Context: an optimization exercise on an open-source flow, tuned for small area. The choices shown serve that exercise and are no tape-out recipe. Function was checked by simulation only, so behaviour that the tests miss may differ from the original. Power figures rest on the tool's default switching activity, not on a simulated workload.

==> design/flow/design.v <==
module eemon_regmap (
  input  wire [7:0]  idx,
  output reg  [20:0] entry
);
  always @* begin
    case (idx)
      8'd1: entry = {1'b1, 16'h248E, 4'd2};
      8'd6: entry = {1'b1, 16'h7D57, 4'd2};
      8'd7: entry = {1'b1, 16'hECAD, 4'd6};
      8'd8: entry = {1'b1, 16'h8A36, 4'd8};
      8'd11: entry = {1'b1, 16'h7071, 4'd5};
      8'd17: entry = {1'b1, 16'h1CA3, 4'd3};
      8'd20: entry = {1'b1, 16'h106F, 4'd5};
      8'd22: entry = {1'b1, 16'hCD65, 4'd4};
      8'd23: entry = {1'b1, 16'h21E3, 4'd3};
      8'd24: entry = {1'b1, 16'hA11D, 4'd3};
      8'd25: entry = {1'b1, 16'hFF9B, 4'd6};
      8'd26: entry = {1'b1, 16'hEAEE, 4'd2};
      8'd31: entry = {1'b1, 16'h879E, 4'd2};
      8'd35: entry = {1'b1, 16'h7E45, 4'd8};
      8'd39: entry = {1'b1, 16'h8686, 4'd6};
      8'd40: entry = {1'b1, 16'hCC7E, 4'd5};
      8'd41: entry = {1'b1, 16'h704A, 4'd2};
      8'd49: entry = {1'b1, 16'hFCAE, 4'd1};
      8'd50: entry = {1'b1, 16'h181F, 4'd1};
      8'd53: entry = {1'b1, 16'h4E41, 4'd2};
      8'd55: entry = {1'b1, 16'hD825, 4'd1};
      8'd56: entry = {1'b1, 16'hC500, 4'd6};
      8'd57: entry = {1'b1, 16'hEFA4, 4'd8};
      8'd58: entry = {1'b1, 16'h80B9, 4'd8};
      8'd59: entry = {1'b1, 16'h05E0, 4'd1};
      8'd62: entry = {1'b1, 16'h889D, 4'd5};
      8'd67: entry = {1'b1, 16'h391D, 4'd4};
      8'd68: entry = {1'b1, 16'hDE99, 4'd2};
      8'd70: entry = {1'b1, 16'hE84E, 4'd0};
      8'd71: entry = {1'b1, 16'h86DA, 4'd8};
      8'd74: entry = {1'b1, 16'h5B78, 4'd8};
      8'd75: entry = {1'b1, 16'h367B, 4'd4};
      8'd86: entry = {1'b1, 16'h65D7, 4'd2};
      8'd87: entry = {1'b1, 16'hBF71, 4'd2};
      8'd88: entry = {1'b1, 16'h004A, 4'd5};
      8'd90: entry = {1'b1, 16'hFA2A, 4'd0};
      8'd91: entry = {1'b1, 16'h3946, 4'd5};
      8'd92: entry = {1'b1, 16'h9D72, 4'd3};
      8'd93: entry = {1'b1, 16'h1DA8, 4'd3};
      8'd94: entry = {1'b1, 16'h2852, 4'd1};
      8'd96: entry = {1'b1, 16'hF8D3, 4'd1};
      8'd97: entry = {1'b1, 16'h4063, 4'd2};
      8'd107: entry = {1'b1, 16'hF358, 4'd8};
      8'd108: entry = {1'b1, 16'h548B, 4'd4};
      8'd114: entry = {1'b1, 16'hD8A5, 4'd3};
      8'd116: entry = {1'b1, 16'h66FD, 4'd4};
      8'd117: entry = {1'b1, 16'hCC48, 4'd5};
      8'd129: entry = {1'b1, 16'hE04E, 4'd8};
      8'd137: entry = {1'b1, 16'hE729, 4'd1};
      8'd139: entry = {1'b1, 16'h7EED, 4'd3};
      8'd141: entry = {1'b1, 16'h20C8, 4'd5};
      8'd143: entry = {1'b1, 16'h0AC5, 4'd8};
      8'd147: entry = {1'b1, 16'h75D1, 4'd3};
      8'd150: entry = {1'b1, 16'h03AE, 4'd1};
      8'd151: entry = {1'b1, 16'h1E24, 4'd3};
      8'd154: entry = {1'b1, 16'h2282, 4'd0};
      8'd158: entry = {1'b1, 16'hA92D, 4'd1};
      8'd160: entry = {1'b1, 16'h79DB, 4'd4};
      8'd162: entry = {1'b1, 16'hF888, 4'd3};
      8'd165: entry = {1'b1, 16'h43BE, 4'd7};
      8'd166: entry = {1'b1, 16'h7C6A, 4'd7};
      8'd169: entry = {1'b1, 16'hD06A, 4'd3};
      8'd173: entry = {1'b1, 16'h304B, 4'd1};
      8'd178: entry = {1'b1, 16'hDCB2, 4'd5};
      8'd179: entry = {1'b1, 16'hD8DF, 4'd6};
      8'd180: entry = {1'b1, 16'hEF1D, 4'd0};
      8'd183: entry = {1'b1, 16'h3263, 4'd0};
      8'd186: entry = {1'b1, 16'hCE24, 4'd5};
      8'd188: entry = {1'b1, 16'h37F2, 4'd3};
      8'd189: entry = {1'b1, 16'h6218, 4'd3};
      8'd193: entry = {1'b1, 16'hE5B0, 4'd2};
      8'd194: entry = {1'b1, 16'hD800, 4'd2};
      8'd195: entry = {1'b1, 16'h8E9D, 4'd7};
      8'd199: entry = {1'b1, 16'h7FE6, 4'd1};
      8'd205: entry = {1'b1, 16'hE2E2, 4'd8};
      8'd206: entry = {1'b1, 16'h3221, 4'd0};
      8'd207: entry = {1'b1, 16'h078E, 4'd1};
      8'd212: entry = {1'b1, 16'h7906, 4'd2};
      8'd221: entry = {1'b1, 16'hD015, 4'd7};
      8'd228: entry = {1'b1, 16'hF674, 4'd3};
      8'd233: entry = {1'b1, 16'hCD55, 4'd0};
      8'd235: entry = {1'b1, 16'h544B, 4'd6};
      8'd236: entry = {1'b1, 16'h011A, 4'd6};
      8'd237: entry = {1'b1, 16'h87C8, 4'd7};
      8'd240: entry = {1'b1, 16'h920C, 4'd6};
      8'd243: entry = {1'b1, 16'hF92C, 4'd2};
      8'd247: entry = {1'b1, 16'h613A, 4'd4};
      8'd253: entry = {1'b1, 16'h6F76, 4'd0};
      8'd254: entry = {1'b1, 16'h1F35, 4'd5};
      8'd255: entry = {1'b1, 16'h1D44, 4'd0};
      default: entry = 21'd0;
    endcase
  end
endmodule
module eemon_fmt (
  input  wire [3:0]  tag,
  input  wire [31:0] cin,          
  input  wire [31:0] vin,          
  output reg  [31:0] dec,          
  output reg  [31:0] enc,          
  output reg         repr,         
  output reg  [2:0]  nbytes        
);
  always @* begin
    case (tag)
      4'd0:    begin nbytes = 3'd1; dec = {24'd0, cin[7:0]};            end
      4'd1:    begin nbytes = 3'd2; dec = {16'd0, cin[15:0]};           end
      4'd2:    begin nbytes = 3'd4; dec = cin;                          end
      4'd3:    begin nbytes = 3'd1; dec = {{24{cin[7]}}, cin[7:0]};     end
      4'd4:    begin nbytes = 3'd2; dec = {{16{cin[15]}}, cin[15:0]};   end
      4'd5:    begin nbytes = 3'd4; dec = cin;                          end
      4'd6:    begin nbytes = 3'd4; dec = {8'd0, cin[23:0]};            end
      4'd7:    begin nbytes = 3'd4; dec = {{8{cin[23]}}, cin[23:0]};    end
      4'd8:    begin nbytes = 3'd4; dec = {4'd0, cin[27:0]};            end
      default: begin nbytes = 3'd4; dec = 32'd0;                        end
    endcase
    case (tag)
      4'd0:    begin repr = vin[31:8] == 24'd0;                                   enc = vin;                 end
      4'd1:    begin repr = vin[31:16] == 16'd0;                                  enc = vin;                 end
      4'd2:    begin repr = 1'b1;                                                 enc = vin;                 end
      4'd3:    begin repr = (vin[31:7] == 25'd0) || (vin[31:7] == {25{1'b1}});    enc = {24'd0, vin[7:0]};   end
      4'd4:    begin repr = (vin[31:15] == 17'd0) || (vin[31:15] == {17{1'b1}});  enc = {16'd0, vin[15:0]};  end
      4'd5:    begin repr = 1'b1;                                                 enc = vin;                 end
      4'd6:    begin repr = vin[31:24] == 8'd0;                                   enc = vin;                 end
      4'd7:    begin repr = (vin[31:23] == 9'd0) || (vin[31:23] == {9{1'b1}});    enc = vin;                 end
      4'd8:    begin repr = (vin[31:28] == 4'd0) &&
                            ((vin[27:23] == 5'd0) || (vin[27:23] == 5'b11111));   enc = vin;                 end
      default: begin repr = 1'b0;                                                 enc = 32'd0;               end
    endcase
  end
endmodule
module eemon_quad (
  input  wire        clk,
  input  wire        rst,
  input  wire        ev,           
  input  wire [1:0]  cur,          
  output reg  [1:0]  prev_pins,
  output reg  [31:0] sub_inc,
  output reg  [31:0] inv_cnt,
  output reg  [31:0] value
);
  reg        jump;
  reg [31:0] dir;
  reg [31:0] s_n;
  reg [31:0] i_n;
  reg [35:0] salvage;
  reg [35:0] t;
  always @* begin
    jump = (prev_pins ^ cur) == 2'b11;
    case ({prev_pins, cur})
      4'd13, 4'd4, 4'd2, 4'd11: dir = 32'd1;
      4'd14, 4'd8, 4'd1, 4'd7:  dir = 32'hFFFF_FFFF;
      default:                  dir = 32'd0;
    endcase
    s_n = jump ? sub_inc : sub_inc + dir;
    i_n = jump ? inv_cnt + 32'd1 : inv_cnt;
    if (s_n == 32'd0)
      salvage = 36'd0;
    else if (s_n[31])
      salvage = 36'd0 - {3'b000, i_n, 1'b0};
    else
      salvage = {3'b000, i_n, 1'b0};
    t = {{4{s_n[31]}}, s_n} + salvage;
  end
  always @(posedge clk) begin
    if (rst) begin
      prev_pins <= 2'b11;
      sub_inc   <= 32'd0;
      inv_cnt   <= 32'd0;
      value     <= 32'd0;
    end else if (ev && cur != prev_pins) begin
      prev_pins <= cur;
      if (cur == 2'b11) begin
        value   <= value + t[33:2];
        sub_inc <= 32'd0;
        inv_cnt <= 32'd0;
      end else begin
        sub_inc <= s_n;
        inv_cnt <= i_n;
      end
    end
  end
endmodule
module eemon_button #(
  parameter [31:0] DEBOUNCE_DEFAULT = 32'd20
) (
  input  wire        clk,
  input  wire        rst,
  input  wire        ev,           
  input  wire        lvl,          
  input  wire [31:0] now,
  input  wire        set_win,      
  input  wire [31:0] set_val,
  input  wire        drain,        
  output reg  [31:0] pending,
  output reg  [31:0] window
);
  reg [31:0] press_t;
  reg [31:0] rel_t;
  reg        press_v;
  reg        rel_v;
  wire [31:0] since_rel   = now - rel_t;
  wire [31:0] since_press = now - press_t;
  wire        rel_ok      = !rel_v   || (since_rel   >= window);
  wire        press_ok    = !press_v || (since_press >= {window[30:0], 1'b0});
  wire        accept      = ev && !lvl && rel_ok && press_ok;
  wire [31:0] pend_base   = drain ? 32'd0 : pending;
  always @(posedge clk) begin
    if (rst) begin
      press_t <= 32'd0;
      rel_t   <= 32'd0;
      press_v <= 1'b0;
      rel_v   <= 1'b0;
      pending <= 32'd0;
      window  <= DEBOUNCE_DEFAULT;
    end else begin
      if (ev && lvl) begin
        rel_t <= now;
        rel_v <= 1'b1;
      end
      if (accept) begin
        press_t <= now;
        press_v <= 1'b1;
      end
      if (accept && pend_base != 32'hFFFF_FFFF)
        pending <= pend_base + 32'd1;
      else
        pending <= pend_base;
      if (set_win)
        window <= set_val;
    end
  end
endmodule
module eemon_core (
  input  wire        clk,
  input  wire        rst,
  input  wire        cmd_valid,
  input  wire [31:0] cmd_data,
  output wire        cmd_ready,
  output reg         rsp_valid,
  output reg  [31:0] rsp_data,
  output wire [5:0]  cs_n,
  output wire [5:0]  cs_oe,
  input  wire [3:0]  cs_in,
  input  wire [2:0]  din,
  output wire        sclk,
  output wire        mosi,
  input  wire        miso,
  input  wire        tick
);
  localparam [7:0] RW_FLAG_READ  = 8'h80;
  localparam [7:0] RW_FLAG_WRITE = 8'h00;
  localparam       STATUS_ACTIVE_LEVEL = 1'b0;
  localparam [7:0] OP_BEGIN = 8'h01, OP_END   = 8'h02, OP_XCHG  = 8'h03,
                   OP_GSET  = 8'h04, OP_GRD   = 8'h05, OP_STAT  = 8'h06,
                   OP_ECLR  = 8'h07, OP_IRQT  = 8'h08, OP_RDREG = 8'h10,
                   OP_WRREG = 8'h11, OP_FDEC  = 8'h12, OP_FENC  = 8'h13,
                   OP_QREAD = 8'h20, OP_QSTAT = 8'h21, OP_BREAD = 8'h30,
                   OP_BDOWN = 8'h31, OP_BSETD = 8'h32;
  localparam [3:0] S_IDLE  = 4'd0,  S_OPND  = 4'd1,  S_EXEC  = 4'd2,
                   S_DRAIN = 4'd3,  S_ZRESP = 4'd4,  S_BEGA  = 4'd5,
                   S_BEGB  = 4'd6,  S_CSA   = 4'd7,  S_FETCH = 4'd8,
                   S_TX    = 4'd9,  S_RX    = 4'd10, S_CSD   = 4'd11,
                   S_ENDA  = 4'd12, S_ENDB  = 4'd13, S_DONE  = 4'd14;
  reg [3:0]  st;
  reg [31:0] cmd_r;
  reg [31:0] opnd_r;
  reg        active;
  reg [7:0]  depth;
  reg        dual_out;             
  reg [5:0]  cs_drv;
  reg [9:0]  gate_en;
  reg        irq_flag;
  reg [5:0]  err;
  reg [3:0]  last_res;
  reg [31:0] now;
  reg [2:0]  xfer_cs;
  reg        single;
  reg [7:0]  wlen;
  reg [7:0]  rlen;
  reg [7:0]  kb;                   
  reg [3:0]  bc;                   
  reg [55:0] txsr;
  reg [31:0] rxsr;
  reg [3:0]  tag_r;
  reg [6:0]  dcnt;                 
  reg [6:0]  rcnt;                 
  reg [1:0]  q_prev_obs;
  reg [3:0]  b_prev_obs;
  reg        s_prev_obs;
  wire [7:0] op  = cmd_r[31:24];
  wire [3:0] fu  = cmd_r[23:20];
  wire [3:0] ft  = cmd_r[19:16];
  wire [7:0] fa  = cmd_r[15:8];
  wire [7:0] fb  = cmd_r[7:0];
  wire [3:0] obs_cs  = dual_out ? cs_drv[3:0] : cs_in;
  wire [1:0] q_cur   = {obs_cs[0], obs_cs[1]};
  wire [3:0] b_lvl   = {din[1], din[0], obs_cs[3], obs_cs[2]};
  wire       s_lvl   = din[2];
  wire       ev_q    = (q_cur != q_prev_obs) && !(gate_en[0] && active);
  wire [3:0] ev_b;
  assign ev_b[0] = (b_lvl[0] != b_prev_obs[0]) && !(gate_en[1] && active);
  assign ev_b[1] = (b_lvl[1] != b_prev_obs[1]) && !(gate_en[2] && active);
  assign ev_b[2] = (b_lvl[2] != b_prev_obs[2]) && !(gate_en[3] && active);
  assign ev_b[3] = (b_lvl[3] != b_prev_obs[3]) && !(gate_en[4] && active);
  wire       ev_s    = (s_lvl != s_prev_obs) && !(gate_en[9] && active);
  wire       irq_set = ev_s && (s_lvl == STATUS_ACTIVE_LEVEL);
  wire [20:0] rm_entry;
  eemon_regmap u_regmap (.idx(fa), .entry(rm_entry));
  wire        rm_valid = rm_entry[20];
  wire [15:0] rm_addr  = rm_entry[19:4];
  wire [3:0]  rm_tag   = rm_entry[3:0];
  wire is_reg_cmd = (op == OP_RDREG) || (op == OP_WRREG);
  wire [3:0]  fmt_tag = (st == S_DONE) ? tag_r : (is_reg_cmd ? rm_tag : ft);
  wire [31:0] fmt_cin = (st == S_DONE) ? rxsr : opnd_r;
  wire [31:0] fmt_dec, fmt_enc;
  wire        fmt_repr;
  wire [2:0]  fmt_n;
  eemon_fmt u_fmt (.tag(fmt_tag), .cin(fmt_cin), .vin(opnd_r),
                   .dec(fmt_dec), .enc(fmt_enc), .repr(fmt_repr), .nbytes(fmt_n));
  wire exec = (st == S_EXEC);
  wire [1:0]  q_prev;
  wire [31:0] q_sub, q_inv, q_val;
  eemon_quad u_quad (.clk(clk), .rst(rst), .ev(ev_q), .cur(q_cur),
                     .prev_pins(q_prev), .sub_inc(q_sub), .inv_cnt(q_inv), .value(q_val));
  reg        defined, rsv_bad, needs_op;
  always @* begin
    case (op)
      OP_BEGIN, OP_END, OP_GRD, OP_STAT, OP_IRQT, OP_QREAD:
                           begin defined = 1'b1; rsv_bad = cmd_r[23:0] != 24'd0; end
      OP_XCHG:             begin defined = 1'b1; rsv_bad = ft != 4'd0; end
      OP_RDREG, OP_WRREG:  begin defined = 1'b1; rsv_bad = (ft != 4'd0) || (fb != 8'd0); end
      OP_FDEC, OP_FENC:    begin defined = 1'b1; rsv_bad = (fu != 4'd0) || (cmd_r[15:0] != 16'd0); end
      OP_QSTAT:            begin defined = 1'b1; rsv_bad = cmd_r[23:8] != 16'd0; end
      OP_BREAD, OP_BDOWN, OP_BSETD:
                           begin defined = 1'b1; rsv_bad = cmd_r[19:0] != 20'd0; end
      OP_GSET:             begin defined = 1'b1; rsv_bad = cmd_r[23:10] != 14'd0; end
      OP_ECLR:             begin defined = 1'b1; rsv_bad = cmd_r[23:6] != 18'd0; end
      default:             begin defined = 1'b0; rsv_bad = 1'b0; end
    endcase
  end
  wire [7:0] in_op = cmd_data[31:24];
  always @* needs_op = (in_op == OP_WRREG) || (in_op == OP_FDEC) ||
                       (in_op == OP_FENC)  || (in_op == OP_BSETD);
  reg [2:0] ecode;
  always @* begin
    ecode = 3'd0;
    if (!defined || rsv_bad)
      ecode = 3'd1;
    else begin
      case (op)
        OP_BEGIN: if (depth == 8'd255) ecode = 3'd6;
        OP_END:   if (depth == 8'd0)   ecode = 3'd5;
        OP_XCHG:  if (fu >= 4'd6)      ecode = 3'd3;
        OP_RDREG: if (fu >= 4'd6)      ecode = 3'd3;
                  else if (!rm_valid)  ecode = 3'd2;
        OP_WRREG: if (fu >= 4'd6)      ecode = 3'd3;
                  else if (!rm_valid)  ecode = 3'd2;
                  else if (!fmt_repr)  ecode = 3'd4;
        OP_FDEC:  if (ft > 4'd8)       ecode = 3'd3;
        OP_FENC:  if (ft > 4'd8)       ecode = 3'd3;
                  else if (!fmt_repr)  ecode = 3'd4;
        OP_QSTAT: if (fb > 8'd2)       ecode = 3'd3;
        OP_BREAD, OP_BDOWN:
                  if (fu >= 4'd4)      ecode = 3'd3;
        OP_BSETD: if (fu >= 4'd4)      ecode = 3'd3;
                  else if (opnd_r[31]) ecode = 3'd4;
        default:  ecode = 3'd0;
      endcase
    end
  end
  wire one_rsp = (op == OP_GRD)   || (op == OP_STAT)  || (op == OP_IRQT)  ||
                 (op == OP_QREAD) || (op == OP_QSTAT) || (op == OP_BREAD) ||
                 (op == OP_BDOWN) || (op == OP_RDREG) || (op == OP_FDEC)  ||
                 (op == OP_FENC);
  wire        ok_cmd    = exec && (ecode == 3'd0);
  wire [3:0]  bsel      = 4'd1 << fu[1:0];
  wire [31:0] b_pend [0:3];
  wire [31:0] b_win  [0:3];
  genvar gb;
  generate
    for (gb = 0; gb < 4; gb = gb + 1) begin : g_btn
      eemon_button u_btn (
        .clk(clk), .rst(rst), .ev(ev_b[gb]), .lvl(b_lvl[gb]), .now(now),
        .set_win(ok_cmd && op == OP_BSETD && bsel[gb]), .set_val(opnd_r),
        .drain(ok_cmd && op == OP_BREAD && bsel[gb]),
        .pending(b_pend[gb]), .window(b_win[gb]));
    end
  endgenerate
  wire [31:0] stat_word = {4'd0, last_res, 2'd0, err, depth, 4'd0,
                           irq_flag, s_lvl, depth != 8'd0, active};
  reg [31:0] rsp_val;
  always @* begin
    case (op)
      OP_GRD:   rsp_val = {22'd0, gate_en};
      OP_STAT:  rsp_val = stat_word;
      OP_IRQT:  rsp_val = {31'd0, irq_flag};
      OP_QREAD: rsp_val = q_val;
      OP_QSTAT: rsp_val = (fb == 8'd0) ? {30'd0, q_prev} : (fb == 8'd1) ? q_sub : q_inv;
      OP_BREAD: rsp_val = b_pend[fu[1:0]];
      OP_BDOWN: rsp_val = {31'd0, ~b_lvl[fu[1:0]]};
      OP_FDEC:  rsp_val = fmt_dec;
      OP_FENC:  rsp_val = fmt_enc;
      default:  rsp_val = 32'd0;
    endcase
  end
  reg [31:0] wr_bytes;
  always @* begin
    case (fmt_n)
      3'd1:    wr_bytes = {fmt_enc[7:0], 24'd0};
      3'd2:    wr_bytes = {fmt_enc[15:0], 16'd0};
      default: wr_bytes = fmt_enc;
    endcase
  end
  reg [31:0] rx_tail;
  always @* begin
    case (rlen[1:0])
      2'd1:    rx_tail = {rxsr[7:0], 24'd0};
      2'd2:    rx_tail = {rxsr[15:0], 16'd0};
      2'd3:    rx_tail = {rxsr[23:0], 8'd0};
      default: rx_tail = rxsr;
    endcase
  end
  wire is_xchg  = (op == OP_XCHG);
  wire byte_end = (bc == 4'd15);
  assign cmd_ready = (st == S_IDLE) || (st == S_OPND) || (st == S_DRAIN) || (st == S_FETCH);
  assign cs_n      = cs_drv;
  assign cs_oe     = {2'b11, {4{dual_out}}};
  assign sclk      = ((st == S_TX) || (st == S_RX)) && bc[0];
  assign mosi      = (st == S_TX) && txsr[55];
  always @(posedge clk) begin
    if (rst) begin
      st         <= S_IDLE;
      active     <= 1'b0;
      depth      <= 8'd0;
      dual_out   <= 1'b0;
      cs_drv     <= 6'b111111;
      gate_en    <= 10'h007;
      irq_flag   <= 1'b0;
      err        <= 6'd0;
      last_res   <= 4'd0;
      now        <= 32'd0;
      rsp_valid  <= 1'b0;
      rsp_data   <= 32'd0;
      q_prev_obs <= {cs_in[0], cs_in[1]};
      b_prev_obs <= {din[1], din[0], cs_in[3], cs_in[2]};
      s_prev_obs <= din[2];
    end else begin
      now        <= now + {31'd0, tick};
      q_prev_obs <= q_cur;
      b_prev_obs <= b_lvl;
      s_prev_obs <= s_lvl;
      if (irq_set)
        irq_flag <= 1'b1;
      rsp_valid <= 1'b0;
      case (st)
        S_IDLE: begin
          if (cmd_valid) begin
            cmd_r <= cmd_data;
            st    <= needs_op ? S_OPND : S_EXEC;
          end
        end
        S_OPND: begin
          if (cmd_valid) begin
            opnd_r <= cmd_data;
            st     <= S_EXEC;
          end
        end
        S_EXEC: begin
          st <= S_IDLE;
          if (ecode != 3'd0) begin
            err[ecode - 3'd1] <= 1'b1;
            last_res          <= {1'b0, ecode};
            if (defined && one_rsp) begin
              rsp_valid <= 1'b1;
              rsp_data  <= 32'd0;
            end
            if (is_xchg) begin
              dcnt <= {1'b0, fa[7:2]} + {6'd0, fa[1:0] != 2'd0};
              rcnt <= {1'b0, fb[7:2]} + {6'd0, fb[1:0] != 2'd0};
              if (fa != 8'd0)      st <= S_DRAIN;
              else if (fb != 8'd0) st <= S_ZRESP;
            end
          end else begin
            if (op != OP_STAT)
              last_res <= 4'd0;
            if (one_rsp && op != OP_RDREG) begin
              rsp_valid <= 1'b1;
              rsp_data  <= rsp_val;
            end
            case (op)
              OP_BEGIN: begin
                if (depth == 8'd0) st <= S_BEGA;
                else               depth <= depth + 8'd1;
              end
              OP_END: begin
                if (depth == 8'd1) st <= S_ENDA;
                else               depth <= depth - 8'd1;
              end
              OP_GSET: gate_en <= cmd_r[9:0] & 10'h21F;
              OP_ECLR: err     <= err & ~cmd_r[5:0];
              OP_IRQT: if (!irq_set) irq_flag <= 1'b0;
              OP_XCHG, OP_RDREG, OP_WRREG: begin
                xfer_cs <= fu[2:0];
                single  <= (depth == 8'd0);
                st      <= (depth == 8'd0) ? S_BEGA : S_CSA;
                tag_r   <= rm_tag;
                if (op == OP_XCHG) begin
                  wlen <= fa;
                  rlen <= fb;
                end else if (op == OP_RDREG) begin
                  wlen <= 8'd3;
                  rlen <= {5'd0, fmt_n};
                  txsr <= {RW_FLAG_READ, rm_addr, 32'd0};
                end else begin
                  wlen <= 8'd3 + {5'd0, fmt_n};
                  rlen <= 8'd0;
                  txsr <= {RW_FLAG_WRITE, rm_addr, wr_bytes};
                end
              end
              default: ;
            endcase
          end
        end
        S_DRAIN: begin
          if (cmd_valid) begin
            dcnt <= dcnt - 7'd1;
            if (dcnt == 7'd1)
              st <= (rcnt != 7'd0) ? S_ZRESP : S_IDLE;
          end
        end
        S_ZRESP: begin
          rsp_valid <= 1'b1;
          rsp_data  <= 32'd0;
          rcnt      <= rcnt - 7'd1;
          if (rcnt == 7'd1)
            st <= S_IDLE;
        end
        S_BEGA: begin
          active <= 1'b1;
          if (op == OP_BEGIN)
            depth <= 8'd1;
          st <= S_BEGB;
        end
        S_BEGB: begin
          dual_out <= 1'b1;
          st <= (op == OP_BEGIN) ? S_DONE : S_CSA;
        end
        S_CSA: begin
          cs_drv[xfer_cs] <= 1'b0;
          rxsr <= 32'd0;
          kb   <= 8'd0;
          bc   <= 4'd0;
          if (wlen != 8'd0)      st <= is_xchg ? S_FETCH : S_TX;
          else if (rlen != 8'd0) st <= S_RX;
          else                   st <= S_CSD;
        end
        S_FETCH: begin
          if (cmd_valid) begin
            txsr[55:24] <= cmd_data;
            st <= S_TX;
          end
        end
        S_TX: begin
          bc <= bc + 4'd1;
          if (bc[0])
            txsr <= {txsr[54:0], 1'b0};
          if (byte_end) begin
            if (kb + 8'd1 < wlen) begin
              kb <= kb + 8'd1;
              st <= (is_xchg && kb[1:0] == 2'd3) ? S_FETCH : S_TX;
            end else begin
              kb <= 8'd0;
              st <= (rlen != 8'd0) ? S_RX : S_CSD;
            end
          end
        end
        S_RX: begin
          bc <= bc + 4'd1;
          if (!bc[0])
            rxsr <= {rxsr[30:0], miso};
          if (byte_end) begin
            if (is_xchg && kb[1:0] == 2'd3) begin
              rsp_valid <= 1'b1;
              rsp_data  <= rxsr;
            end
            kb <= kb + 8'd1;
            st <= (kb + 8'd1 < rlen) ? S_RX : S_CSD;
          end
        end
        S_CSD: begin
          cs_drv <= 6'b111111;
          st <= single ? S_ENDA : S_DONE;
        end
        S_ENDA: begin
          dual_out <= 1'b0;
          st <= S_ENDB;
        end
        S_ENDB: begin
          active <= 1'b0;
          if (op == OP_END)
            depth <= 8'd0;
          st <= S_DONE;
        end
        S_DONE: begin
          last_res <= 4'd0;
          if (op == OP_RDREG) begin
            rsp_valid <= 1'b1;
            rsp_data  <= fmt_dec;
          end else if (is_xchg && rlen[1:0] != 2'd0) begin
            rsp_valid <= 1'b1;
            rsp_data  <= rx_tail;
          end
          st <= S_IDLE;
        end
        default: st <= S_IDLE;
      endcase
    end
  end
endmodule
==> design/flow/run.sh <==
#!/bin/bash
# synth_recipe.tcl (not shown) runs the flow's synth.tcl, then flattens the netlist and writes it again
# the make line also repeats each setting of config.mk as NAME=value (left out here)
make -C /OpenROAD-flow-scripts/flow DESIGN_CONFIG=/design/flow/config.mk WORK_HOME=/design/flow/orfs CLKGATE_MAP_FILE= SYNTH_SCRIPT=/design/flow/synth_recipe.tcl finish
==> design/flow/config.mk <==
export PLATFORM = sky130hd
export DESIGN_NAME = eemon_core
export DESIGN_NICKNAME = eemon_core
export VERILOG_FILES = /design/flow/design.v
export SDC_FILE = /design/flow/constraint.sdc
export NUM_CORES = 4
export LEC_CHECK = 0
export CAP_MARGIN = 20
export CORE_MARGIN = 2
export CORE_UTILIZATION = 40
export PLACE_DENSITY = 0.6
export SLEW_MARGIN = 20
export SYNTH_MEMORY_MAX_BITS = 16384
==> design/flow/constraint.sdc <==
create_clock -name core_clock -period 12.5 [get_ports {clk}]
set_input_delay 2.5000 -clock core_clock [delete_from_list [all_inputs] [get_ports {clk}]]
set_output_delay 2.5000 -clock core_clock [all_outputs]
set_load 0.01 [all_outputs]
==> results.txt <==
## registers in the layout (all words and copies together) (netlist names), 8 cells and up
signal	cells
cmd_r	32
g_btn.u_btn.press_t	128
depth	8
u_quad.sub_inc	32
rxsr	32
kb	8
wlen	8
u_quad.value	32
rlen	8
rsp_data	32
g_btn.u_btn.pending	128
u_quad.inv_cnt	32
g_btn.u_btn.rel_t	128
opnd_r	32
txsr	56
rm_entry	21
now	32
g_btn.u_btn.window	128
## worst max path at each step
stage,start,to,slack [ps],cells after the start
after floorplan,cs_in[0],u_quad.value[31]$_SDFFE_PP0P_,480,39
after global placement,cs_in[1],u_quad.value[31]$_SDFFE_PP0P_,-120,43
after detailed placement,cs_in[1],u_quad.value[31]$_SDFFE_PP0P_,-140,42
after CTS,cs_in[1],u_quad.value[31]$_SDFFE_PP0P_,620,43
after global routing,cs_in[0],u_quad.value[31]$_SDFFE_PP0P_,6,47
final,cs_in[1],u_quad.value[31]$_SDFFE_PP0P_,700,43
## Yosys cell counts, drive strengths merged, types with 23 or more instances
library cell / count / area, sq um
a22oi: 77 / 578
edfxtp: 202 / 6070
a211oi: 71 / 533
buf: 62 / 283
or3: 80 / 500
mux2i: 226 / 2290
nand4: 132 / 832
xor2: 158 / 1380
nor4: 62 / 422
a21o: 237 / 1780
dfxtp: 747 / 15000
clkbuf: 467 / 1750
nand2: 1130 / 4240
o311ai: 34 / 298
nand2b: 86 / 538
and2: 94 / 592
o22ai: 42 / 269
o21a: 63 / 473
nor2b: 67 / 419
xnor2: 283 / 2520
o21bai: 58 / 435
or2: 31 / 194
and3: 100 / 631
mux2: 23 / 259
o211ai: 68 / 510
a22o: 39 / 342
o21ai: 517 / 2590
or4: 66 / 495
ha: 660 / 8260
a31oi: 73 / 457
o31ai: 49 / 368
nand3: 198 / 1000
a21boi: 24 / 180
nor2: 783 / 2940
nor3: 157 / 812
a21oi: 895 / 4480
a221oi: 45 / 394
mux4: 42 / 946
inv: 588 / 2210
## metal layers
metal	GRT usage (%)	up-vias
li1	-	32400
met1	35.8	32200
met2	42.9	2592
met3	3.85	587
met4	12.3	9
met5	0	-
## worst min-delay path, stage by stage, from the launching register on
cell and delay, ps:
dfxtp_1 310, inv_1 50, a21oi_1 50
## placed cells by master (no fill, tap or decap), types with 42 or more instances in the layout
cell type	count
mux2i_1	218
xor2_1	158
a211oi_1	71
a21oi_1	893
nand3_1	196
and3_1	98
nor3_1	149
o21bai_1	58
a21o_1	237
a221oi_1	44
dfxtp_1	747
ha_1	660
inv_1	585
nand4_1	131
clkdlybuf4s50_1	88
nand2b_1	86
xnor2_1	281
buf_4	286
clkbuf_16	112
a31oi_1	71
o21a_1	63
nand2_1	1127
nor2b_1	67
nor4_1	55
o31ai_1	49
and2_1	89
mux4_2	42
nor2_1	776
o21ai_0	508
o211ai_1	68
a22oi_1	77
or4_1	66
edfxtp_1	202
or3_1	79
## logic make-up (layout without fill, tap and decap cells)
logic type / Yosys count / count (layout) / synth area share (%)
multiplexers: 291 / 291 / 4.89
other: 1 / 5 / 0.00525
buffers and inverters: 1120 / 1166 / 5.96
adder cells (fa/ha/maj): 671 / 671 / 11.9
AND/OR/NAND/NOR: 3071 / 3071 / 20.1
XOR/XNOR: 441 / 441 / 5.46
flip-flops: 949 / 949 / 29.5
AO/OA/AOI/OAI: 2528 / 2528 / 22.2
## power by group through the flow
stage | registers, W | clock network (W) | logic [W]
2_1_floorplan | 0.00349 | 0 | 0.00250
3_3_place_gp | 0.00357 | 0 | 0.00375
3_5_place_dp | 0.00357 | 0 | 0.00378
4_1_cts | 0.00351 | 0.00357 | 0.00380
5_1_grt | 0.00353 | 0.00370 | 0.00420
6_report | 0.00351 | 0.00351 | 0.00386
## area by class of cell
type,instances,area share (%)
multi-input combinational,7004,58.3
sequential,949,26.5
clock buffer,141,3.88
timing repair buffer,375,3.83
tap,2355,3.71
inverter,591,2.79
clock inverter,59,1.02
antenna,3,0.00945
## metrics by stage
| stage | util, % | std cells |
|---|---|---|
| floorplan | - | 9073 |
| global placement | 42.5 | 11300 |
| detailed placement | 42.5 | 11300 |
| CTS | 44.7 | 11500 |
| global route | 44.7 | 11500 |
| finish | 44.7 | 11500 |
## what timing repair did
action,CTS,global route
endpoints found under the setup margin,0,3
hold buffers,0,0
resized for setup,0,4
==> flow_metrics.env <==
export IMPL_status="finished clean"
export IMPL_period_minus_slack_ps=11800
export IMPL_cts_sinks=949
export IMPL_cp_slowest_cell="mux4_2"
export IMPL_ys_seq_elements=949
export IMPL_synth_area_per_cell_sq_um=7.87
export IMPL_hold_depth=2
export IMPL_wl_um=251000
export IMPL_initial_core_util_pct=40.1
export IMPL_cts_root_buffer_cell="clkbuf_16"
export IMPL_vias_per_cell=5.90
export IMPL_grt_first_pass_wirelength_um=383000
export IMPL_p_comb_share_pct=35.4
export IMPL_grt_use_total_pct=26.9
export IMPL_yosysUniqueCellTypes=103
export IMPL_placed_cell_area_sq_um=75600
export IMPL_dp_hpwl_um=189000
export IMPL_numCtsBuffers=110
export IMPL_num_rows=155
export IMPL_crit_path_max_incr_delay_ps=560
export IMPL_drcViolationCount=0
export IMPL_fin_nets=9746
export IMPL_r2r_cells=42
export IMPL_setup_violations_final=0
export IMPL_swShare_pct=36.8
export IMPL_port_buffers=89
export IMPL_wl_met3_um=18100
export IMPL_yosysSeqAreaShare_pct=29.5
export IMPL_crit_path_max_fanout=18
export IMPL_overflow=0
export IMPL_powerDensity_nw_per_um2=137
export IMPL_fin_crit_sh_pct=94.4
export IMPL_gp_congestion=0.979
export IMPL_rr_startpoint="dual_out$_SDFFE_PP0P_"
export IMPL_dieArea_sq_um=182000
export IMPL_grt_pass1_vias=64500
export IMPL_drive_above_1_share_pct=7.26
export IMPL_drv_cap=0
export IMPL_tns_ps=0
export IMPL_p_leak_nw=32.1
export IMPL_tightest_slew_ps=1220
export IMPL_insertion_delay_ps=790
export IMPL_ys_warn_count=5
export IMPL_antenna_found_initial=9
export IMPL_async_reset_ff_share_pct=0
export IMPL_wl_met1_um=109000
export IMPL_wl_per_cell_um=21.9
export IMPL_stdcell_area_sq_um=79500
export IMPL_cts_tree="yes"
export IMPL_p_seq_share_pct=32.3
export IMPL_slew_violations=0
export IMPL_syn_inst=9072
export IMPL_r2r_end="u_quad.value[31]$_SDFFE_PP0P_"
export IMPL_min_to="g_btn[0].u_btn.press_v$_SDFFE_PP0P_"
export IMPL_dp_slack_ps=-143
export IMPL_ant_nets=0
export IMPL_setup_worst_path_class="input pin to register"
export IMPL_max_freq_mhz=84.7
export IMPL_clk_pin_slew_worst_paths_ps=60
export IMPL_hp_start="g_btn[0].u_btn.press_v$_SDFFE_PP0P_"
export IMPL_highest_layer="met5"
export IMPL_critPathBufInv=8
export IMPL_ys_dominant_reg_cell="dfxtp_1"
export IMPL_wl_met2_um=112000
export IMPL_rsz0062_at_grt="false"
export IMPL_p_clk_share_pct=32.3
export IMPL_synth_edf_count=202
export IMPL_multi_input_area_sq_um=46300
export IMPL_regArea_sq_um=21000
export IMPL_hold_ws_ps=448
export IMPL_die_y_um=426
export IMPL_rrSetupSlack_ps=1790
export IMPL_p_int_w=0.00688
export IMPL_peakVddDrop_mv=0.117
export IMPL_p_sw_w=0.00400
export IMPL_clockBufferDepth=3
export IMPL_fin_ws_ps=700
export IMPL_setup_worst_path_end_class="register"
export IMPL_crit_path_frequent_cell="buf_4"
export IMPL_firstDrtPassIters=7
export IMPL_worst_clock_skew_ps=89.6
export IMPL_cp_start_kind="input pin"
export IMPL_post_cts_repair_setup_buffers=0
export IMPL_worstPathArrival_ps=12470
export IMPL_drtIter0Drc=6328
export IMPL_synthToLayoutAreaGrowth_pct=11.3
export IMPL_worstPathRequired_ps=13170
export IMPL_vias=67800
export IMPL_maxSlewHeadroom_pct=18.6
export IMPL_path_delay_family="compound AO/OA/AOI/OAI gates"
export IMPL_top_level_ports=92
export IMPL_die_x_um=426
export IMPL_finalHoldViolations=0
export IMPL_coreArea_sq_um=178000
export IMPL_worstHoldPathType="register to register"
export IMPL_nFillCells=17500
export IMPL_htreeDepth=3
export IMPL_power_w=0.0109
export IMPL_grt_max_degree=95
export IMPL_netlist_area_sq_um=71400

## separate check: timing with driven ports
How much do the figures lean on ideal ports? The routed layout below was timed once more, with nothing changed but the port constraints. Step 1 (the two cells are an assumption about what drives the block):
set clk [get_ports {clk}]
set_driving_cell -lib_cell sky130_fd_sc_hd__clkbuf_16 $clk
set_driving_cell -lib_cell sky130_fd_sc_hd__buf_2 [delete_from_list [all_inputs] $clk]
Step 2 also shifts input and output timing later by t, the mid clock arrival at the registers, as if the neighbouring blocks saw the same clock. Three values: ideal ports, drivers, drivers and shift; two values: the first two.
t (ns): 0.841
setup slack, ns: 0.700 / 0.767 / -0.074
worst data-port slew with drivers (ns): 0.11
With both steps, setup timing fails in this run, where it was met with ideal ports. For this run, drivers alone change the setup slack by +0.067 ns; drivers and shift together by -0.774 ns.
